Source: an optimization exercise on an open RTL-to-GDS flow (aim: small area, a short achievable clock period and few clock cycles). Production flows keep margins and buffers that such runs may drop.
Function was checked by simulation only, so behaviour that the tests miss may differ from the original.
No activity file was given, so power comes from the tool's default toggle rates.

==> run F <==
==> flow/design.v (excerpt) <==
module mpt_core (
    input  wire        clk,
    input  wire        rst,         
    input  wire        bus_req,     
    input  wire        bus_we,      
    input  wire [20:0] bus_slot,    
    input  wire [63:0] bus_wdata,
    output reg  [63:0] bus_rdata,   
    output wire        irq
);
export LEC_CHECK = 0
export CAP_MARGIN = 30
export CORE_MARGIN = 2
export CORE_UTILIZATION = 55
export SETUP_SLACK_MARGIN = 5
export SLEW_MARGIN = 30
create_clock -name core_clock -period 12.0 [get_ports {clk}]
run.sh (not shown) runs the stock make flow with config.mk's settings and CLKGATE_MAP_FILE= SYNTH_SCRIPT=/design/flow/synth_recipe.tcl, a recipe that flattens the netlist after the stock synthesis.
==> run Z: changes against run F <==
--- a/flow/config.mk
+++ b/flow/config.mk
@@ -9,3 +9,3 @@
 export CORE_MARGIN = 2
-export CORE_UTILIZATION = 55
+export CORE_UTILIZATION = 40
 export SETUP_SLACK_MARGIN = 5
==> run summary <==
Run F ran to the end with no violations. Run Z passed the timing, design-rule and antenna checks.
Of run F and run Z, run Z has the higher die area (gap about 27%, measured against run Z).
Between run Z and run F, the lower total power is in run Z (gap about 1.2%, measured against run F).
Synthesized cell count is the same in run Z and run F.
Between run Z and run F, the lower clock-buffer cell count is in run F (gap 13).
Global-route usage: run F is higher than run Z (13 points).
Via count: run Z is smaller than run F (5.3%).
Combinational power: run Z is smaller than run F (about 9%).
Of run Z and run F, run Z has the higher register-to-register slack (gap 0.31 ns).
Testbench counts of run F, summed over its fixed seeds: cycles 86,158.
Testbench counts of run Z, summed over its fixed seeds: cycles 86,158.

========
==> inputs of trial 71 <==
mpt_core, a different RTL version from the one above (not shown whole).
Design mpt_core, start of the top module:
module mpt_core (
    input  wire        clk,
    input  wire        rst,         
    input  wire        bus_req,     
    input  wire        bus_we,      
    input  wire [20:0] bus_slot,    
    input  wire [63:0] bus_wdata,
    output reg  [63:0] bus_rdata,   
    output wire        irq
);
    localparam W        = 16;
    localparam DEPTH    = 32;
    localparam S_ID     = 21'h00;
    localparam S_CTRL   = 21'h01;
    localparam S_STATUS = 21'h02;
    localparam S_CMD    = 21'h03;
    localparam S_P      = 21'h04;
    localparam S_MPN    = 21'h05;
    localparam S_LMASK  = 21'h06;
    localparam S_ABASE  = 21'h07;
    localparam S_ALEN   = 21'h08;
    localparam S_CBASE  = 21'h09;
    localparam S_CLEN   = 21'h0A;
    localparam S_BVAL   = 21'h0B;
    localparam S_OPA    = 21'h0C;
    localparam S_OPB    = 21'h0D;
    localparam S_RLO    = 21'h0E;
    localparam S_RHI    = 21'h0F;
    localparam S_PASSES = 21'h10;
    localparam S_EINFO  = 21'h11;
    localparam OP_NOP   = 8'h00;
    localparam OP_KADD  = 8'h01;
    localparam OP_KSUB  = 8'h02;
    localparam OP_KMUL  = 8'h03;
    localparam OP_KODD  = 8'h04;
    localparam OP_ADDL  = 8'h10;
    localparam OP_SUBL  = 8'h11;
    localparam OP_SQR   = 8'h20;
    localparam OP_RED   = 8'h30;
    localparam OP_RPASS = 8'h31;
    localparam OP_MKMP  = 8'h32;
    localparam OP_CLR   = 8'h40;
    localparam E_ILLEGAL  = 3'd1;
    localparam E_BADOFF   = 3'd2;
    localparam E_BADP     = 3'd3;
    localparam E_LENGTH   = 3'd4;
    localparam E_RANGE    = 3'd5;
    localparam E_OVERLAP  = 3'd6;
    localparam E_CAPACITY = 3'd7;
    localparam T_KAS   = 0;      
    localparam T_KODD  = 1;
    localparam T_KM0   = 2;
    localparam T_KM    = 3;
    localparam T_LIN0  = 4;
    localparam T_LIN   = 5;
    localparam T_SQ    = 6;
    localparam T_RPF   = 7;
    localparam T_RP    = 8;
    localparam T_RINC  = 9;
    localparam T_MK0   = 10;
    localparam T_MK1   = 11;
    localparam T_MK2   = 12;
    localparam T_CLR0  = 13;
    localparam T_FIN   = 14;
    localparam T_ERR   = 15;
    localparam NT      = 16;
    reg        capchk, ie;
    reg        busy, done, err, ovr, flag_c, flag_z;
    reg [2:0]  ecode;
    reg [15:0] cmd_word;
    reg        cmd_rsvx;          
    reg [31:0] p_reg;
    reg [31:0] abase, alen, cbase, clen;
    reg [W-1:0] bval, opa, opb, rlo, rhi;
  ...
make LEC_CHECK=0 CAP_MARGIN=30 CORE_MARGIN=2 CORE_UTILIZATION=47 SETUP_SLACK_MARGIN=5 SLEW_MARGIN=30 finish   # period 12.0 ns
==> trial 40 (differences from trial 71) <==
--- a/flow/design.v
+++ b/flow/design.v
@@ -181,19 +181,20 @@
     reg [W-1:0] sub_d_q;
     reg         lwr;          
     reg [5:0]   ci;           
     reg         lv;           
     reg [5:0]   li;
     reg [4:0]   la;
+    reg [W-1:0] lrd;
     reg         lcy;
     reg         lfin;         
     reg         acc_nz;
     reg [4:0]   sg, si, sj, silo;    
     reg [4:0]   gp, gp1;             
     reg         sact;
-    reg [W-1:0] ra, bl, bh;   
+    reg [W-1:0] ra, bl, bh;
     reg         dl, s1v, s1e, s1k;
     reg [4:0]   s1g;
     reg [48:0]  mps, mpc;     
     reg         s2v, s2e, s2k;
     reg [4:0]   s2g;
     reg [4:0]   s2wa;         
@@ -201,42 +202,48 @@
     reg [54:0]  acc;
     reg [5:0]   rp_i;
     reg [7:0]   rp_wi;
     reg         rp_act;
     reg         q_v, q_last, q_lo, q_tp, q_first;
     reg [4:0]   q_wa;
-    reg [W-1:0] q_w;
+    reg [W-1:0] q_c0, q_w;
     reg [W-1:0] wl;
     reg         pass1, is_rp;
     reg [5:0]   plen;
     reg         ltop;
     reg [5:0]   tidx;
     reg [10:0]  off;
     reg         cy;
     reg         c0mp, cnz, lmp, lnz, l0ones, l0pm1, uones;
     reg [W-1:0] l0;
     reg [5:0]   nzlo;
+    reg         r_v, r_last;
+    reg [4:0]   r_wa;
+    reg [W-1:0] r_out;
+    reg         r_e, r_hib;
     reg [4:0]   mk_a;         
+    reg [W-1:0] lm_q;         
+    reg [16:1]  pmsel;        
     reg         rw_act, rw_fill;
     reg [5:0]   rw_lo, rw_hi;
     wire [4:0] r0a = busy ? p0a : a0;
-    wire [4:0] r1a = busy ? p1a : (host_rd ? slot_idx : (in_word[4] ? a0q : (a0 + 5'd1)));
+    wire [4:0] r1a = !busy ? (a0 + 5'd1) : ((st[T_RPF] && pass1) ? a0q : p1a);
     wire [W-1:0] r0d = lm[r0a];
     wire [W-1:0] r1d = lm[r1a];
-    wire [W-1:0] hrd = r1d;
+    wire [W-1:0] hrd = lm[slot_idx];
     wire [5:0] nq_lo = busy ? nzlo : ({1'b0, a0} + 6'd1);
     reg  [DEPTH-1:0] nq_m;
     integer k;
     always @(*) begin
         for (k = 0; k < DEPTH; k = k + 1)
             nq_m[k] = (k >= nq_lo) && (k < a_end6);
     end
     wire anynz = |(nzv & nq_m);
     wire [W-1:0] lin_op   = (li == 6'd0) ? bval : {{(W-1){1'b0}}, lcy};
     wire         lin_add  = (cmd_word[7:0] == OP_ADDL);
-    wire [W:0]   lin_res  = lin_add ? ({1'b0, ra} + {1'b0, lin_op}) : ({1'b0, ra} - {1'b0, lin_op});
+    wire [W:0]   lin_res  = lin_add ? ({1'b0, lrd} + {1'b0, lin_op}) : ({1'b0, lrd} - {1'b0, lin_op});
     wire         lin_last = (li == n6 - 6'd1);
     wire [W:0]   sub0     = {1'b0, r0d} - {1'b0, bval};
     wire [W:0]   k_add    = {1'b0, opa} + {1'b0, opb};
     wire [W:0]   k_sub    = {1'b0, opa} - {1'b0, opb};
     wire [2*W-1:0] fs_out = {q_w, wl} >> off[3:0];
     wire [32:0]  sq_b     = {bh, (dl ? {bl, 1'b0} : {1'b0, bl})};
@@ -272,20 +279,20 @@
     wire         s_diag   = (si == sg);
     wire         s_end    = (si == silo);
     wire         s_hiok   = ({1'b0, sj} < n6);
     wire [4:0]   ng       = sg + 5'd1;
     wire [5:0]   ng2p1    = {ng, 1'b1};                  
     wire [5:0]   nilo6    = (ng2p1 > n6) ? (ng2p1 - n6) : 6'd0;    
-    wire [W-1:0] m_c0   = q_lo ? {W{1'b1}} : (q_tp ? lmask : {W{1'b0}});    
+    wire [W-1:0] m_c0   = q_lo ? {W{1'b1}} : (q_tp ? lm_q : {W{1'b0}});    
     wire [W-1:0] m_cv   = is_rp ? {W{1'b1}} : m_c0;
     wire [W-1:0] pcv    = fs_out[W-1:0] & m_cv;
-    wire [W-1:0] pc0m   = ra & m_c0;
+    wire [W-1:0] pc0m   = q_c0 & m_c0;
     wire [W:0]   pu     = {1'b0, pc0m} + {1'b0, pcv} + {{W{1'b0}}, cy};
     wire [W-1:0] pout   = pu[W-1:0] & m_cv;
-    wire         pe     = (!is_rp && q_tp && pm != 4'd0) ? pu[pm] : pu[W];
-    wire         phib   = |(fs_out & {{W{1'b1}}, ~lmask});
+    wire         pe     = (!is_rp && q_tp) ? |(pu[W:1] & pmsel) : pu[W];
+    wire         phib   = |(fs_out & {{W{1'b1}}, ~lm_q});
     function sum_eq;
         input [W-1:0] x, y, kk, msk;
         input         cin;
         reg   [W-1:0] t, c;
         begin
             t = x ^ y ^ kk;
@@ -293,19 +300,14 @@
             sum_eq = &((t ~^ c) | ~msk);
         end
     endfunction
     wire         eq_mp  = sum_eq(pc0m, pcv, m_c0, m_cv, cy);             
     wire         eq_mp1 = sum_eq(pc0m, pcv, m_c0 - 1'b1, m_cv, cy);      
     wire         eq_z   = sum_eq(pc0m, pcv, {W{1'b0}}, m_cv, cy);        
-    wire         f_lmp  = lmp & eq_mp & ltop;
-    wire         f_lnz  = lnz | !eq_z;
-    wire         f_cnz  = cnz | (pcv != {W{1'b0}});
-    wire         f_c0mp = c0mp & (pc0m == m_c0) & ltop;
-    wire         f_X    = ltop & (phib | anynz);
-    wire         f_H    = f_X | pe;
-    wire         f_l0on = q_first ? eq_mp : l0ones;
+    wire         d_X    = ltop & (r_hib | anynz);
+    wire         d_H    = d_X | r_e;
     wire [11:0]  off_nx = {1'b0, off} + {1'b0, p_off};
     wire [10:0]  off_n  = off_nx[11] ? 11'h7FF : off_nx[10:0];
     function [5:0] nz_from;
         input [4:0] b;
         input [6:0] li;
         input [5:0] len;
@@ -338,27 +340,27 @@
     wire [63:0] rd_val = {26'd0, rz && rs == 5'h00, 5'd0, rd_lo};
     assign irq = ie && (done || err);
     reg          dwe, dw2;
     reg [4:0]    dw_a;
     reg [W-1:0]  dw_lo, dw_hi;
     always @(*) begin
-        dwe = 1'b0; dw2 = 1'b0; dw_a = q_wa; dw_lo = pout; dw_hi = pout;
+        dwe = 1'b0; dw2 = 1'b0; dw_a = r_wa; dw_lo = r_out; dw_hi = r_out;
         if (st[T_LIN]) begin
             dwe = lv && lwr; dw_a = la; dw_lo = lin_res[W-1:0]; dw_hi = lin_res[W-1:0];
         end
         if (st[T_SQ]) begin
             dwe = s2v && s2e; dw2 = 1'b1; dw_a = s2wa; dw_lo = sq_tot[W-1:0]; dw_hi = sq_tot[2*W-1:W];
         end
         if (st[T_RP]) begin
-            dwe = q_v;
+            dwe = r_v;
         end
         if (st[T_RINC]) begin
             dwe = 1'b1; dw_a = c0; dw_lo = l0 + 1'b1; dw_hi = l0 + 1'b1;
         end
         if (st[T_MK2]) begin
-            dwe = 1'b1; dw_a = mk_a; dw_lo = lmask; dw_hi = lmask;
+            dwe = 1'b1; dw_a = mk_a; dw_lo = lm_q; dw_hi = lm_q;
         end
     end
     wire [4:0] dw_b = dw_a + 5'd1;
     wire       dw_sw = dw_a[0];                
     wire       rg_on = busy && rw_act;
     reg  [DEPTH-1:0] rg_m;
@@ -387,42 +389,37 @@
     endgenerate
     always @(posedge clk) begin
         if (host_rd)
             bus_rdata <= rd_val;
         sub_ok_q <= !sub0[W];
         sub_d_q  <= sub0[W-1:0];
-        sub_vq   <= !rst && !busy && !cmd_wr && !(host_wr && (bus_slot == S_ABASE || bus_slot == S_BVAL || slot_lm));
+        sub_vq   <= !busy && !cmd_wr && !(host_wr && (bus_slot == S_ABASE || bus_slot == S_BVAL || slot_lm));
         mps <= t6a[48:0];
         mpc <= t6a[97:49];
         s2v <= s1v; s2e <= s1e; s2k <= s1k; s2g <= s1g;
         s2wa <= c0 + {s1g[3:0], 1'b0};
         s2last <= (s1g == n6[4:0] - 5'd1);
         s1v <= 1'b0;
         s1k <= 1'b0;
         rw_act <= 1'b0;
+        r_v <= 1'b0;
+        r_last <= 1'b0;
         if (!busy) begin
             ra <= r0d; bl <= r0d; bh <= (n6 != 6'd1) ? r1d : {W{1'b0}}; dl <= 1'b0;
             s1e <= 1'b1; s1g <= 5'd0;
             acc_nz <= (r0d != {W{1'b0}});
             sg <= 5'd1; si <= 5'd1; sj <= 5'd2;
             silo <= (n6 < 6'd3) ? (5'd3 - n6[4:0]) : 5'd0;
             sact <= (n6 != 6'd1);
-            p0a <= in_opc[4] ? a0 : (a0 + 5'd1);
-            p1a <= in_opc[4] ? (a0q + 5'd1) : (a0 + 5'd2);
+            p0a <= a0 + 5'd1; p1a <= a0 + 5'd2;
             gp <= a0 + 5'd2; gp1 <= a0 + 5'd3;
             acc <= 55'd0;
-            off <= p_off; pass1 <= 1'b1; cy <= 1'b0; q_v <= 1'b0;
-            wl  <= (p_off[10:4] < {1'b0, n6}) ? r1d : {W{1'b0}};
-            rp_wi <= {1'b0, p_off[10:4]} + 8'd1;
-            rp_i <= 6'd0; rp_act <= 1'b1;
-            c0mp <= 1'b1; cnz <= 1'b0; lmp <= 1'b1; lnz <= 1'b0; uones <= 1'b1;
-            nzlo <= nz_from(a0, p_off[10:4], mpn6);
-            is_rp <= in_opc[0];
-            plen  <= in_opc[0] ? n6 : mpn6;
-            ltop  <= in_opc[0] ? !a_lt_mpn : 1'b1;
+            off <= p_off; pass1 <= 1'b1; cy <= 1'b0; q_v <= 1'b0; rp_act <= 1'b0;
             tidx <= mpn_t;
+            lm_q <= lmask;
+            pmsel <= (pm == 4'd0) ? 16'h8000 : (16'd1 << (pm - 4'd1));
             rw_fill <= 1'b0;
             rw_lo <= {1'b0, c0} + (in_opc[4] ? (in_opc[0] ? n6 : mpn6) : {n6[4:0], 1'b0});
             rw_hi <= c_end6;
         end
         if (host_wr) begin
             if (bus_slot == S_STATUS) begin
@@ -468,13 +465,13 @@
             end
             if (k_sqr) begin
                 busy <= 1'b1; st <= (1 << T_SQ);
                 s1v <= 1'b1; rw_act <= 1'b1;
             end
             if (k_red) begin
-                busy <= 1'b1; st <= (1 << T_RP);
+                busy <= 1'b1; st <= (1 << T_RPF);
                 rw_act <= 1'b1;
             end
             if (k_mkmp) begin busy <= 1'b1; st <= (1 << T_MK0); end
             if (k_clr) begin busy <= 1'b1; st <= (1 << T_CLR0); end
         end
         if (st[T_KAS]) begin
@@ -507,13 +504,13 @@
             p0a <= a0; ci <= 6'd0; lv <= 1'b0; lwr <= 1'b0; lcy <= 1'b0; lfin <= 1'b0;
             st <= (1 << T_LIN);
         end
         if (st[T_LIN]) begin
             lv <= (ci < n6);
             if (ci < n6) begin
-                ra <= r0d; li <= ci; la <= p0a;
+                lrd <= r0d; li <= ci; la <= p0a;
                 ci <= ci + 6'd1; p0a <= p0a + 5'd1;
             end
             lfin <= lv && lin_last;
             if (lv) begin
                 lcy <= lin_res[W];
                 if (lwr && lin_res[W-1:0] != {W{1'b0}}) acc_nz <= 1'b1;
@@ -564,23 +561,28 @@
                     acc <= sq_tot;
             end
         end
         if (st[T_RPF]) begin
             wl  <= (off[10:4] < {1'b0, n6}) ? r1d : {W{1'b0}};
             rp_wi <= {1'b0, off[10:4]} + 8'd1;
-            p1a <= p1a + 5'd1;
-            p0a <= c0;
+            p1a <= (pass1 ? a0q : p1a) + 5'd1;
+            p0a <= pass1 ? a0 : c0;
             rp_i <= 6'd0; rp_act <= 1'b1;
             c0mp <= 1'b1; cnz <= 1'b0; lmp <= 1'b1; lnz <= 1'b0; uones <= 1'b1;
             nzlo <= nz_from(a0, off[10:4], mpn6);
+            if (pass1) begin
+                is_rp <= cmd_word[0];
+                plen  <= cmd_word[0] ? n6 : mpn6;
+                ltop  <= cmd_word[0] ? !a_lt_mpn : 1'b1;
+            end
             st <= (1 << T_RP);
         end
         if (st[T_RP]) begin
             q_v <= rp_act;
             if (rp_act) begin
-                ra  <= (pass1 && !(rp_i < n6)) ? {W{1'b0}} : r0d;
+                q_c0  <= (pass1 && !(rp_i < n6)) ? {W{1'b0}} : r0d;
                 q_w   <= (rp_wi < {2'b0, n6}) ? r1d : {W{1'b0}};
                 q_first <= (rp_i == 6'd0);
                 q_lo  <= (rp_i < tidx);
                 q_tp  <= (rp_i == tidx);
                 q_last <= (rp_i == plen - 6'd1);
                 q_wa  <= c0 + rp_i[4:0];
@@ -598,34 +600,36 @@
                 if (!eq_mp) lmp <= 1'b0;
                 if (!eq_z) lnz <= 1'b1;
                 if (q_first) begin
                     l0 <= pout; l0ones <= eq_mp; l0pm1 <= eq_mp1;
                 end else if (!eq_mp)
                     uones <= 1'b0;
+                r_v <= 1'b1; r_last <= q_last; r_wa <= q_wa; r_out <= pout;
+                r_e <= pe; r_hib <= phib;
             end
-            if (q_v && q_last) begin
-                if (pass1 && !is_rp && !(f_cnz || f_X || f_c0mp)) begin
+            if (r_last) begin
+                if (pass1 && !is_rp && !(cnz || d_X || (c0mp && ltop))) begin
                     passes <= 10'd0;
-                    flag_c <= 1'b0; flag_z <= !f_lnz;
+                    flag_c <= 1'b0; flag_z <= !lnz;
                     busy <= 1'b0; done <= 1'b1; st <= {NT{1'b0}};
                 end else begin
                     passes <= pass1 ? 10'd1 : passes + 10'd1;
-                    if (f_lmp && (is_rp || !f_H)) begin
+                    if ((lmp && ltop) && (is_rp || !d_H)) begin
                         rw_act <= 1'b1; rw_fill <= 1'b0;
                         rw_lo <= {1'b0, c0}; rw_hi <= {1'b0, c0} + plen;
                         flag_c <= 1'b0; flag_z <= 1'b1;
                         st <= (1 << T_FIN);
-                    end else if (is_rp || !f_H) begin
-                        flag_c <= 1'b0; flag_z <= !f_lnz;
+                    end else if (is_rp || !d_H) begin
+                        flag_c <= 1'b0; flag_z <= !lnz;
                         busy <= 1'b0; done <= 1'b1; st <= {NT{1'b0}};
-                    end else if (!f_X && !f_l0on) begin
+                    end else if (!d_X && !l0ones) begin
                         st <= (1 << T_RINC);
                     end else begin
                         off <= off_n;
                         p1a <= a0 + off_n[8:4];
-                        cy  <= pe;
+                        cy  <= r_e;
                         pass1 <= 1'b0;
                         st <= (1 << T_RPF);
                     end
                 end
             end
         end
Settings changed: CAP_MARGIN 30 to 35, CORE_UTILIZATION 47 to 40, SLEW_MARGIN 30 to 35.
==> build 94 (differences from trial 71) <==
Settings changed: CORE_UTILIZATION 47 to 40.
==> summary of the runs <==
In trial 40 the critical path depth is higher than in build 94, by 13. The highest worst hold slack belongs to build 94, the lowest to trial 40. Against build 94, the via count of trial 40 is larger by 9.5%. Between build 94 and trial 40, the lower cell area is in build 94 (gap about 5%, measured against trial 40). Of build 94 and trial 40, trial 40 has the higher routed wire length (gap 11%, measured against trial 40). The lowest clock skew belongs to trial 40, the highest to trial 71.
==> figures <==
                                                                 trial 71    build 94    trial 40
Result of the run                                timing/DRC/antenna clean  timing/DRC/antenna clean  timing/DRC/antenna clean
Leakage power total                                              40.58 nW    40.87 nW    42.78 nW
Final-layout worst hold slack                                   0.3270 ns   0.3335 ns   0.3263 ns
Effective utilization at floorplan                                 0.4734      0.4023      0.4020
Reg2reg path depth                                                     18          23          24
Multi-input combinational area share                               0.5550      0.5495      0.5398
Share of the clock period used by the worst path after layout      0.5925      0.6022      0.5952
R2R setup slack                                                   4.89 ns     5.06 ns     4.86 ns
Unrepaired setup endpoints after global routing                     false        true        true
Share of the yosys chip area belonging to registers                0.3354      0.3354      0.3481
Met3 Resource Use GR                                               0.2057      0.1930      0.2503
Final weighted congestion in routability-driven placement           1.113       1.130       1.162
First-pass iteration count of the detailed router                      11           8          10
Testbench counts of trial 71, summed over its fixed seeds: cycles 86,158.
Testbench counts of trial 40, summed over its fixed seeds: cycles 90,933.
Testbench counts of build 94, summed over its fixed seeds: cycles 86,158.

[static timing again, ports no longer ideal]
No port has a modelled driver above. Below, the same layouts with a new extraction and two added sets of constraints. Step 1 sets driving cells, clkbuf_16 on the clock port and buf_2 on the other inputs (assumed; they add their load-dependent delay and slew). Step 2 times the ports against the registers' clock, not the clock port: input delays grow and output delays shrink by t, the midpoint of the rising clock arrivals with the driver on. a / b / c = ideal / step 1 / step 2; a / b = the first two.
run | t (ns) | setup WS [ns] | pins driven straight from the clock port
run F | 0.941 | 4.771 / 4.771 / 4.324 | 1
run Z | 0.917 | 4.955 / 5.031 / 4.114 | 1
trial 71 | 0.982 | 4.891 / 4.891 / 4.041 | 1
trial 40 | 0.988 | 4.858 / 4.858 / 4.024 | 1
build 94 | 0.971 | 4.773 / 4.864 / 3.892 | 1
After both steps every run listed still meets setup and hold. For build 94, which loses most, drivers alone change the setup slack by +0.091 ns; drivers and shift together by -0.881 ns.
